Context: an optimization exercise on an open-source flow, tuned for small area, a short achievable clock period and few clock cycles. The choices shown serve that exercise and are no tape-out recipe. Only simulation tests tie the RTL to the original design; equivalence was not proved. Power is estimated from default activity; no workload was simulated.

==> flow/design.v (excerpt) <==
module bkosc (
    input  wire        clk,
    input  wire        rst,
    input  wire        cmd_valid,
    output wire        cmd_ready,
    input  wire [31:0] cmd_data,
    output wire        rsp_valid,
    input  wire        rsp_ready,
    output wire [31:0] rsp_data,
    output wire        pls_valid,
    input  wire        pls_ready,
    output wire [2:0]  pls_chan,
    output wire [31:0] pls_time,
    output wire [31:0] pls_delta
);
    localparam OP_SET_ATTR = 4'h1, OP_GET_ATTR = 4'h2, OP_GET_PTR = 4'h4,
               OP_RUN = 4'h5, OP_END = 4'h6, OP_RESET = 4'h7, OP_ATTACH = 4'h8,
               OP_DETACH = 4'h9;
    localparam [2:0] WF_SQUARE = 3'd1, WF_TRIANGLE = 3'd2, WF_NOISE = 3'd3,
                     WF_SAWTOOTH = 3'd4;    
    localparam [2:0] C_ATTR = 3'd6, C_VALUE = 3'd5, C_STATE = 3'd4, C_NCH = 3'd3;
    reg        attached;
    reg [3:0]  nch;
    reg [2:0]  waveform;
    reg [3:0]  duty;
    reg [30:0] period;
    reg [14:0] volume [0:7];
    reg signed [15:0] last [0:7];
    reg [7:0]  lz;          
    reg [32:0] g_t;         
    reg [4:0]  g_p;         
    reg [14:0] g_l;         
    reg        sl_full;
    reg [1:0]  sl_cnt;
    reg [3:0]  sl_op;
    reg [7:0]  sl_key;
    reg        sl_rsv;
    reg [31:0] sl_w1;
    reg        sl_w2b0;     
    reg        sl_w2hi;     
    localparam [1:0] R_IDLE = 2'd0, R_GEN = 2'd1, R_FIN = 2'd2;
    reg [1:0]  r_st;
    reg        run_rsp;     
    reg        g_tail;
    reg        g_final;
    reg [2:0]  g_ch;
    reg [3:0]  g_k;         
    reg        g_as;        
    reg [14:0] g_am;
    reg [32:0] end_r;
    reg        is_end;
    reg [32:0] t0;
    reg [4:0]  p0;
    reg [14:0] l0;
    reg [3:0]  k0;
    reg        as0;
    reg [14:0] am0;
    reg        m_v;
    reg [2:0]  m_ch;
    reg [31:0] m_t;
    reg        m_s;
    reg [14:0] m_xh, m_yh;   
    reg        m_c15;        
  ...
Settings: LEC_CHECK=0, ABC_CLOCK_PERIOD_IN_PS=4000, CAP_MARGIN=0, CORE_MARGIN=2, CORE_UTILIZATION=50, PLACE_DENSITY=0.65, SLEW_MARGIN=0; clock period 15.0 ns.
standard.sh (not shown) runs the stock make flow with config.mk's settings and CLKGATE_MAP_FILE= SYNTH_SCRIPT=/design/flow/synth_recipe.tcl, a recipe that flattens the netlist after the stock synthesis.
==> flow/flow/run.sh <==
#!/bin/bash
# Standard ORFS layout, with timing repair aimed at a setup margin below the clock
# period (the SDC and its 15 ns clock are unchanged).
set -euo pipefail
bash standard.sh SETUP_SLACK_MARGIN=${FLOW_SETUP_MARGIN:-9.5} finish > standard_flow.log 2>&1
The first run completed without violations.
Testbench counts at the start, summed over its fixed seeds: cycles 48,118.
Edit:
==> flow/flow/run.sh (replaced) <==
#!/bin/bash
# Standard ORFS layout, with timing repair aimed at a setup margin below the clock
# period (the SDC and its 15 ns clock are unchanged).
set -euo pipefail
bash standard.sh SETUP_SLACK_MARGIN=${FLOW_SETUP_MARGIN:-10} finish > standard_flow.log 2>&1
- CAP_MARGIN: 0 -> 20
- CORE_UTILIZATION: 50 -> 40
- PLACE_DENSITY: 0.65 -> 0.6
- SLEW_MARGIN: 0 -> 20
Effect: Routed wire length climbs by a few percent; maximum frequency drops slightly; register-to-register slack gets worse by 0.11 ns; setup slack gets worse by 0.11 ns; die area climbs by a quarter to a third.
Edit:
==> flow/flow/run.sh (replaced) <==
#!/bin/bash
# Standard ORFS layout, with timing repair aimed at a setup margin below the clock
# period (the SDC and its 15 ns clock are unchanged).
set -euo pipefail
bash standard.sh SETUP_SLACK_MARGIN=${FLOW_SETUP_MARGIN:-9} finish > standard_flow.log 2>&1
- CAP_MARGIN: 20 -> 0
- CORE_UTILIZATION: 40 -> 50
- PLACE_DENSITY: 0.6 -> 0.65
- SLEW_MARGIN: 20 -> 0
- The changed run completed with no timing, DRC or antenna violations
- setup slack degrades by 0.0063 ns
- wire length goes down by 4.0%
- combinational power is lower by 31%
- non-clock buffer count goes down by 159
- synthesized cell count is unchanged
- final area fell by 6.3%
- utilization increases by 8.7 points
- cell count drops by 7.9%
Edit:
- CORE_UTILIZATION: 50 -> 60
- PLACE_DENSITY: 0.65 -> 0.75
Cell count decreases by 3.9%.
Global-route usage came out higher by 4.1 points.
First-iteration DRC count grows by 16%.
Cell area drops by 1.0%.
Combinational power barely changes.
Flip-flop and latch count is unchanged.
Count of clock-buffer cells in the layout shrinks by 10.
Worst setup slack gets worse by 0.030 ns.
Non-clock buffer count grows by 1.
Core utilization rises by 11 points.
Synthesized area stays the same.
Edit:
==> flow/flow/run.sh (replaced) <==
#!/bin/bash
# Standard ORFS layout, with timing repair aimed at a setup margin below the clock
# period (the SDC and its 15 ns clock are unchanged).
set -euo pipefail
bash standard.sh SETUP_SLACK_MARGIN=${FLOW_SETUP_MARGIN:-10} finish > standard_flow.log 2>&1
- CORE_UTILIZATION: 60 -> 50
- PLACE_DENSITY: 0.75 -> 0.65
Outcome: Clock skew rose by 0.0044 ns. Worst setup slack is better by 0.11 ns. Final cell count increases by a little under a tenth. Cell area rises by a little under a tenth. Non-clock buffer count grows by 208. Synthesized area stays the same.

-- what the ideal ports hide --
The results above use ideal ports. As a check the final layouts listed here were re-extracted and re-timed, cells and wires unchanged.
Step 1 assumes that a clkbuf_16 drives the clock port and a buf_2 every other input.
Step 2 adds t to the input delays and takes it off the output delays; t is the mean of the earliest and latest rising clock arrival at the registers after step 1. Input paths then give back, and output paths get back, about the clock's delay inside the block.
a / b / c = ideal ports / drivers / drivers and shift; a / b = the first two.
run	shift t [ns]	setup WS [ns]	worst setup path at the end	latest minus earliest clock arrival (ns)	slew at the worst register clock pin (ns)
the first run	0.728	9.097 / 9.097 / 8.546	input to register	0.021 / 0.021	0.07 / 0.07
the second run	0.733	8.990 / 8.990 / 8.615	input to register	0.038 / 0.038	0.07 / 0.07
the third run	0.729	8.984 / 8.984 / 8.574	input to register	0.038 / 0.038	0.07 / 0.07
the fourth run	0.712	8.953 / 8.953 / 8.404	input to register	0.040 / 0.039	0.07 / 0.07
the fifth run	0.739	9.064 / 9.064 / 8.452	input to register	0.048 / 0.048	0.07 / 0.07
After both steps every run listed still meets setup and hold. The setup slack of the fifth run, which loses most, moves by 0.000 ns with the drivers and by -0.612 ns with both steps.
